From an optimization exercise on the open Yosys and OpenROAD flow, aimed at small area; shortcuts taken in it are not production practice. In this exercise RTL edits were held to simulation tests only and were not proved equivalent to the original. Power figures rest on the tool's default switching activity, not on a simulated workload.

==> flow/design.v <==
module emtb_ctrl (
    input  wire        clk,
    input  wire        rst,             
    input  wire        ev_valid,
    output wire        ev_ready,
    input  wire        ev_tick,         
    input  wire [31:0] ev_now,          
    input  wire [39:0] ev_payload,      
    input  wire        snap_valid,
    input  wire [15:0] snap_duty,
    output reg         tx_valid,
    output reg  [7:0]  tx_data,
    input  wire        tx_ready,
    output reg  [1:0]  mode,
    output reg         interlock_done,
    output reg         cruise_latched,
    output reg         link_fresh
);
    localparam [1:0]  M_IDLE    = 2'd0;
    localparam [1:0]  M_CRUISE  = 2'd1;
    localparam [1:0]  M_CURRENT = 2'd2;
    localparam [1:0]  M_NEUTRAL = 2'd3;
    localparam [1:0]  F_CMD0 = 2'd0;    
    localparam [1:0]  F_CMD1 = 2'd1;    
    localparam [1:0]  F_GV   = 2'd2;    
    localparam [1:0]  F_NONE = 2'd3;    
    function [15:0] crc16_byte;
        input [15:0] c_in;
        input [7:0]  b;
        reg   [15:0] c;
        integer      k;
        begin
            c = c_in ^ {b, 8'h00};
            for (k = 0; k < 8; k = k + 1)
                c = c[15] ? ({c[14:0], 1'b0} ^ 16'h1021) : {c[14:0], 1'b0};
            crc16_byte = c;
        end
    endfunction
    reg        i_out;           
    reg        i_neg;           
    reg        i_cruise;
    reg [31:0] last_rx;
    reg        x;               
    reg [31:0] r;               
    reg [2:0]  st;              
    reg [1:0]  fr;
    reg [3:0]  by;
    wire        cs_valid = x;
    wire [21:0] q   = {r[21:17], x, r[15:0]};
    wire [6:0]  rem = r[28:22];
    wire busy = (fr != F_NONE);
    assign ev_ready = !busy;
    wire take_radio = ev_valid && !busy && !ev_tick;
    wire take_tick  = ev_valid && !busy &&  ev_tick;
    wire [7:0]  p_thr = ev_payload[39:32];
    wire [7:0]  p_db  = ev_payload[23:16];
    wire        p_neg = p_thr[7];
    wire [6:0]  p_x   = p_neg ? ~p_thr[6:0] : p_thr[6:0];    
    wire        p_le;
    rca #(9) u_cmp (.a({p_db, 1'b0}), .b(~{1'b0, p_x, p_neg}), .ci(1'b1), .s(), .co(p_le));
    wire        p_out = !p_le;
    wire [6:0]  p_t;
    inc #(7) u_inc (.a(p_x), .ci(p_neg && p_x != 7'd127), .s(p_t));
    wire [7:0]  p_amp = p_neg ? ev_payload[7:0] : ev_payload[15:8];
    wire [7:0]  pp  [0:6];
    wire [7:0]  acc [0:6];
    wire [6:0]  pbit;
    genvar gi;
    generate
        for (gi = 0; gi < 7; gi = gi + 1) begin : g_pp
            assign pp[gi] = p_amp & {8{p_t[gi]}};
        end
    endgenerate
    assign acc[0]  = {1'b0, pp[0][7:1]};
    assign pbit[0] = pp[0][0];
    generate
        for (gi = 1; gi < 7; gi = gi + 1) begin : g_row
            wire [7:0] s;
            wire       co;
            rca #(8) u_add (.a(acc[gi-1]), .b(pp[gi]), .ci(1'b0), .s(s), .co(co));
            assign pbit[gi] = s[0];
            assign acc[gi]  = {co, s[7:1]};
        end
    endgenerate
    wire [14:0] p_prod = {acc[6], pbit};
    wire [31:0] since_rx;
    wire [31:0] since_cs;
    rca #(32) u_srx (.a(ev_now), .b(~last_rx), .ci(1'b1), .s(since_rx), .co());
    rca #(32) u_scs (.a(ev_now), .b(~r),       .ci(1'b1), .s(since_cs), .co());
    wire        stale    = !link_fresh || (|since_rx[31:7]) || (since_rx[6:0] > 7'd100);
    wire        centered = !stale && !i_out;
    wire        wait_done = centered && cs_valid &&
                            ((|since_cs[31:11]) || (since_cs[10:0] >= 11'd2000));
    wire        ilk_after = interlock_done || wait_done;
    wire        cruise_on = !stale && i_cruise;
    wire        can_latch = !cruise_latched && snap_valid &&
                            ($signed(snap_duty) > $signed(16'sd50));
    wire        m1   = st[2] && (st[1] || st[0]);      
    wire        m4   = (st == 3'd1);                    
    wire [9:0]  st_t;
    rca #(10) u_t (.a(m1 ? {2'b00, q[7:0]} : m4 ? 10'd63 : {3'b000, rem}),
                   .b(m1 ? {3'b000, rem} : {1'b0, rem, 2'b00}),
                   .ci(1'b0), .s(st_t), .co());
    wire [2:0]  st_h = st_t[9:7];
    wire [7:0]  st_u;
    rca #(7) u_u (.a(st_t[6:0]), .b({4'd0, st_h}), .ci(1'b0), .s(st_u[6:0]), .co(st_u[7]));
    wire        st_g = st_u[7] || (&st_u[6:0]);
    wire [6:0]  st_r = st_g ? {5'd0, st_u[1] ^ st_u[0], !st_u[0]} : st_u[6:0];
    wire [2:0]  st_k = st_h + {2'b00, st_g};            
    wire        k_b1 = st_k[2] || st_k[1];
    wire        k_b0 = st_k[2] || st_k[0];
    wire [21:0] st_q;
    rca #(22) u_q (.a(m4 ? 22'd0 : q),
                   .b({(m1 ? 20'd0 : q[19:0]), k_b1, k_b0}),
                   .ci(st_k[2]), .s(st_q), .co());
    wire       is_duty = (mode == M_CRUISE);
    wire       zero    = (mode == M_NEUTRAL) || (mode == M_CURRENT && !i_out);
    wire       gv      = (fr == F_GV);
    wire [7:0] id      = {5'b00000, 1'b1, !is_duty,
                          is_duty || fr == F_CMD1 || (mode == M_CURRENT && i_neg && i_out)};
    wire [15:0] crc_id = is_duty ? 16'hfff5 : id[0] ? 16'h9997 : 16'haaa6;
    always @(*) begin
        tx_valid = busy;
        case (by)
            4'd0:    tx_data = 8'h02;
            4'd1:    tx_data = gv ? 8'h01 : 8'h05;
            4'd2:    tx_data = gv ? 8'h04 : id;
            4'd3:    tx_data = 8'h00;
            4'd4:    tx_data = zero ? 8'h00 : is_duty ? {2'b00, q[21:16]} : {7'd0, x};
            4'd5:    tx_data = zero ? 8'h00 : q[15:8];
            4'd6:    tx_data = zero ? 8'h00 : q[7:0];
            4'd7:    tx_data = gv ? 8'h40 : r[31:24];
            4'd8:    tx_data = gv ? 8'h84 : r[23:16];
            default: tx_data = 8'h03;
        endcase
    end
    wire tx_fire = busy && tx_ready;
    always @(posedge clk) begin
        if (rst) begin
            link_fresh     <= 1'b0;
            x              <= 1'b0;
            mode           <= M_IDLE;
            interlock_done <= 1'b0;
            cruise_latched <= 1'b0;
            st             <= 3'd0;
            fr             <= F_NONE;
        end else begin
            if (st != 3'd0) begin
                {r[21:17], x, r[15:0]} <= st_q;
                r[28:22]               <= st_r;
                st                     <= (st == 3'd5) ? 3'd4 : (st == 3'd6) ? 3'd3 : st - 3'd1;
            end
            if (take_radio) begin
                i_out      <= p_out;
                i_neg      <= p_neg;
                i_cruise   <= (ev_payload[31:24] != 8'h00);
                last_rx    <= ev_now;
                link_fresh <= 1'b1;
                if (interlock_done) begin
                    {r[21:17], x, r[15:0]} <= {14'd0, p_prod[14:7]};
                    r[28:22]               <= p_prod[6:0];
                    st                     <= p_neg ? 3'd6 : 3'd5;
                end
            end
            if (take_tick) begin
                if (stale)
                    link_fresh <= 1'b0;
                if (!interlock_done) begin
                    x <= centered;
                    if (wait_done)
                        interlock_done <= 1'b1;
                    else if (centered && !cs_valid)
                        r <= ev_now;
                end
                by <= 4'd0;
                fr <= F_GV;
                if (!ilk_after) begin
                    mode <= M_IDLE;
                end else if (stale) begin
                    mode           <= M_NEUTRAL;
                    cruise_latched <= 1'b0;
                    fr             <= F_CMD0;
                end else if (cruise_on) begin
                    mode <= M_CRUISE;
                    if (can_latch) begin
                        cruise_latched         <= 1'b1;
                        fr                     <= F_CMD0;
                        {r[21:17], x, r[15:0]} <= {7'd0, snap_duty[14:0]};
                        r[28:22]               <= 7'd0;
                        st                     <= 3'd3;
                    end
                end else begin
                    mode           <= M_CURRENT;
                    cruise_latched <= 1'b0;
                    fr             <= F_CMD0;
                end
            end
            if (tx_fire) begin
                if (!gv && by >= 4'd4 && by <= 4'd6)
                    r[31:16] <= crc16_byte((by == 4'd4) ? crc_id : r[31:16], tx_data);
                if (by == 4'd9) begin
                    by <= 4'd0;
                    if (fr == F_CMD0 && zero)
                        fr <= F_CMD1;
                    else
                        fr <= fr + 2'd1 + {1'b0, fr == F_CMD0};
                end else if (gv && by == 4'd2)
                    by <= 4'd7;
                else
                    by <= by + 4'd1;
            end
        end
    end
endmodule
module rca #(parameter W = 8) (
    input  wire [W-1:0] a,
    input  wire [W-1:0] b,
    input  wire         ci,
    output wire [W-1:0] s,
    output wire         co
);
    wire [W:0] c;
    assign c[0] = ci;
    genvar i;
    generate
        for (i = 0; i < W; i = i + 1) begin : g
            assign s[i]   = a[i] ^ b[i] ^ c[i];
            assign c[i+1] = (a[i] & b[i]) | (c[i] & (a[i] ^ b[i]));
        end
    endgenerate
    assign co = c[W];
endmodule
module inc #(parameter W = 8) (
    input  wire [W-1:0] a,
    input  wire         ci,
    output wire [W-1:0] s
);
    wire [W:0] c;
    assign c[0] = ci;
    genvar i;
    generate
        for (i = 0; i < W; i = i + 1) begin : g
            assign s[i]   = a[i] ^ c[i];
            assign c[i+1] = a[i] & c[i];
        end
    endgenerate
endmodule
==> flow/run.sh <==
#!/bin/bash
# synth_recipe.tcl (not shown) runs the flow's synth.tcl, then flattens the netlist and writes it again
# the make line also repeats each setting of config.mk as NAME=value (left out here)
make -C /OpenROAD-flow-scripts/flow DESIGN_CONFIG=/design/flow/config.mk WORK_HOME=/design/flow/orfs CLKGATE_MAP_FILE= SYNTH_SCRIPT=/design/flow/synth_recipe.tcl finish
==> flow/config.mk <==
export PLATFORM = sky130hd
export DESIGN_NAME = emtb_ctrl
export DESIGN_NICKNAME = emtb_ctrl
export VERILOG_FILES = /design/flow/design.v
export SDC_FILE = /design/flow/constraint.sdc
export NUM_CORES = 4
export LEC_CHECK = 0
export CAP_MARGIN = 20
export CORE_MARGIN = 2
export CORE_UTILIZATION = 40
export PLACE_DENSITY = 0.6
export SLEW_MARGIN = 20
==> flow/constraint.sdc <==
create_clock -name core_clock -period 50.0 [get_ports {clk}]
set_input_delay 10.0000 -clock core_clock [delete_from_list [all_inputs] [get_ports {clk}]]
set_output_delay 10.0000 -clock core_clock [all_outputs]
set_load 0.01 [all_outputs]
==> summary.txt <==
most frequent cells in the layout=fa_1 (130), clkdlybuf4s50_1 (108), inv_1 (101); DR WL/cell=roughly 20 µm; number of nets with antenna violations after routing=0; CTS Sinks=between 80 and 90; syn_nets=between 1000 and 1500; DRC Markers=0; Mean Syn Cell Area=just over 10 µm²; cells after synthesis=roughly 960; Post-Place Cell Area=around 11000 µm²; r2r setup slk=32.66 ns; cell taking the most area after synthesis=fa_1; first-pass GRT wire length=around 44000 µm; antenna cells=0; post-cts sizing count=0; initial antenna violation count=0; share of cells above drive strength 1=under 10%; synth top area cells=fa_1 (27%), edfxtp_1 (22%), ha_1 (4.9%); area fraction of the dominant cell type after synthesis=26.8%; Hold Path Sink=link_fresh; GRT overflow=0; RR Startpoint=st[1]; Seq/Total Area, Yosys=roughly 24%; Worst-Skew Late Latency=0.36 ns; Post-Synthesis Cell Area=between 9000 and 10000 µm²; Total Die Area=25500 µm²; critical path class=input pin to flip-flop; Synth Flop Type=edfxtp_1; TritonRoute pass-1 iters=7; IO Count=around 110; dpl hpwl=22100 µm; final hold violation count=0; Rel. slew slack=38.4%; most common cell after layout, fill and taps aside=fa_1; gpl congestion=0.897; Data required, critical path=about 50 ns; count of cell types in the netlist=between 80 and 90; Port Buffers=108; Max stage delay on crit path=around 0.54 ns; via count=~7600; total track usage=roughly 22%; fin. max-slew vios=0; Starting DRT DRC Count=566; Seq cells post-synth=82; Lkg Pwr=about 4.5 nW; die width=~160 µm; sequential cell area=about 2400 µm²; crit path DAT=24.59 ns; cell depth of the worst min-delay path=2; CTS hold repair buffers=0; Hold Crit Class=flip-flop to flip-flop; # H-tree levels=3; Achievable Freq=roughly 41 MHz; CP max FO=24; drt via density=~5.6; Hold Crit Start=link_fresh; RSZ-0062 raised after global routing=no; Initial Utilization=slightly above 40%; worst r2r path cells=54; Multi-input gate area=between 6000 and 7000 µm²; setup TNS=0 ns; cell repeated most along the worst path=fa_1; Post-synth EDFFs=between 70 and 80; synthesis-to-finish area growth=16.8%; synth warn=1; Least-Margin Pin Slew=roughly 0.9 ns; Synth async-reset ratio=0%; crit end category=flip-flop; MaxCap Viol Count=0; Root Driver=clkbuf_16; outcome=timing/DRC/antenna clean; maximum vdd drop=0.0294 mV; num rows=56; CTS tree=yes; Final setup viols=0; pwr dens=59.7 nW/µm²; nets@finish=1302; Clock Tree Buf Depth=2; total CTS buffers=9; Final Critical Period=approximately 24 ns; Final Skew=around 0.014 ns; post-CTS setup buffers=0; Final Cell Area=between 10000 and 15000 µm²; vias in the first global route=7579; die extent in y=160 µm; CORE AREA=between 20000 and 25000 µm²; Tcrit/Tclk final=between 40% and 50%; Worst setup SP type=input pin; Worst-path clk slew=about 0.070 ns; final wirelength=between 20000 and 30000 µm; CP max stage cell=or3_1; Reg2Reg Capture Point=r[20]; largest net degree at the start of global routing=43; filler instances=approximately 2300
-- routing by layer --
metal,track usage (%),up-vias,part of all wire [%]
met5,0,-,0
li1,-,3486,-
met4,5.58,0,1.9
met3,3.53,27,6.8
met2,36.4,279,48
met1,30.6,3827,44
-- synth_stat cells, types with 17 or more instances --
master    instances
fa_1            130
inv_1           101
nor2_1           76
edfxtp_1         71
nand2_1          63
nor2b_1          49
a21oi_1          38
ha_1             38
nand2b_1         31
clkbuf_1         30
o21ai_0          27
nand4_1          18
nor3_1           18
xnor2_1          18
xor2_1           17
-- cell families (layout without fill, tap and decap cells) --
kind of cell               Yosys count  in the layout  synth area share, %
muxes                               23             23                 2.50
and+or+nand+nor                    319            319                 17.4
DFF                                 82             82                 24.2
buffers and inverters              145            234                 6.11
xor gates and xnor gates            40             40                 4.37
adders and majority gates          168            168                 31.7
AOI/OAI and AO/OA                  179            179                 13.6
-- registers in the layout, summed over array words and instances (netlist names) --
signal          flops
last_rx            32
st                  3
cruise_latched      1
i_out               1
i_neg               1
i_cruise            1
x                   1
by                  4
mode                2
fr                  2
r                  32
interlock_done      1
link_fresh          1
-- stage by stage --
| stage | utilization (%) | total power, mW | std cells | setup slack (ns) | hold slack [ns] |
|---|---|---|---|---|---|
| final | 48.0 | 0.676 | 1364 | 25.51 | 0.516 |
| after global routing | 48.0 | 0.761 | 1364 | 24.68 | 0.551 |
| after CTS | 48.0 | 0.681 | 1364 | 25.59 | 0.519 |
| after detailed placement | 46.8 | 0.613 | 1348 | 25.26 | 0.511 |
| after global placement | 46.8 | 0.605 | 1348 | 25.52 | 0.497 |
| after floorplan | - | 0.483 | 956 | 27.07 | 0.493 |
-- power by group --
part,leakage [nW],internal [mW],switching [mW]
sequential,0.763,0.102,0.0344
combinational,3.56,0.231,0.244
clock,0.134,0.0341,0.0315
total,4.46,0.367,0.310
-- worst max-delay path, delay by kind of cell --
family | cells | cell delay [ns]
fa+ha+maj | 31 | 11.28
simple gates | 4 | 1.19
buf+inv | 7 | 1.16
compound gates | 3 | 0.94
-- worst max-delay path by stage --
stage                     startpoint     to  slack (ns)  depth (start not counted)
after floorplan            ev_now[0]  r[29]       27.07                         45
after global placement     ev_now[0]   r[6]       25.52                         45
after detailed placement   ev_now[0]   r[6]       25.26                         45
after CTS                  ev_now[0]   r[6]       25.59                         45
after global routing       ev_now[0]  r[10]       24.68                         44
final                      ev_now[0]   r[6]       25.51                         45
-- area by class of cell --
cell class | count | area share [%]
inverters | 101 | 3.35
well taps | 319 | 3.52
repair buffers | 117 | 10.1
flip-flops and latches | 82 | 20.8
clock buffers | 9 | 1.99
multi-input cells | 729 | 59.8
clock inverters | 7 | 0.475

==> what the ideal ports hide <==
How much do the figures lean on ideal ports? The routed layout below was timed once more, with nothing changed but the port constraints. Step 1 (the two cells are an assumption about what drives the block):
set clk [get_ports {clk}]
set_driving_cell -lib_cell sky130_fd_sc_hd__clkbuf_16 $clk
set_driving_cell -lib_cell sky130_fd_sc_hd__buf_2 [delete_from_list [all_inputs] $clk]
Step 2 also shifts input and output timing later by t, the mid clock arrival at the registers, as if the neighbouring blocks saw the same clock. Slacks: no drivers / after step 1 / after step 2; pairs: no drivers / after step 1.
shift t [ns]: 0.399
setup WS [ns]: 25.510 / 25.533 / 25.134
worst register clock-pin slew, ns: 0.08 / 0.08
worst data-port slew with drivers (ns): 0.04
After both steps this run still meets setup and hold. For this run, drivers alone change the setup slack by +0.023 ns; drivers and shift together by -0.376 ns.
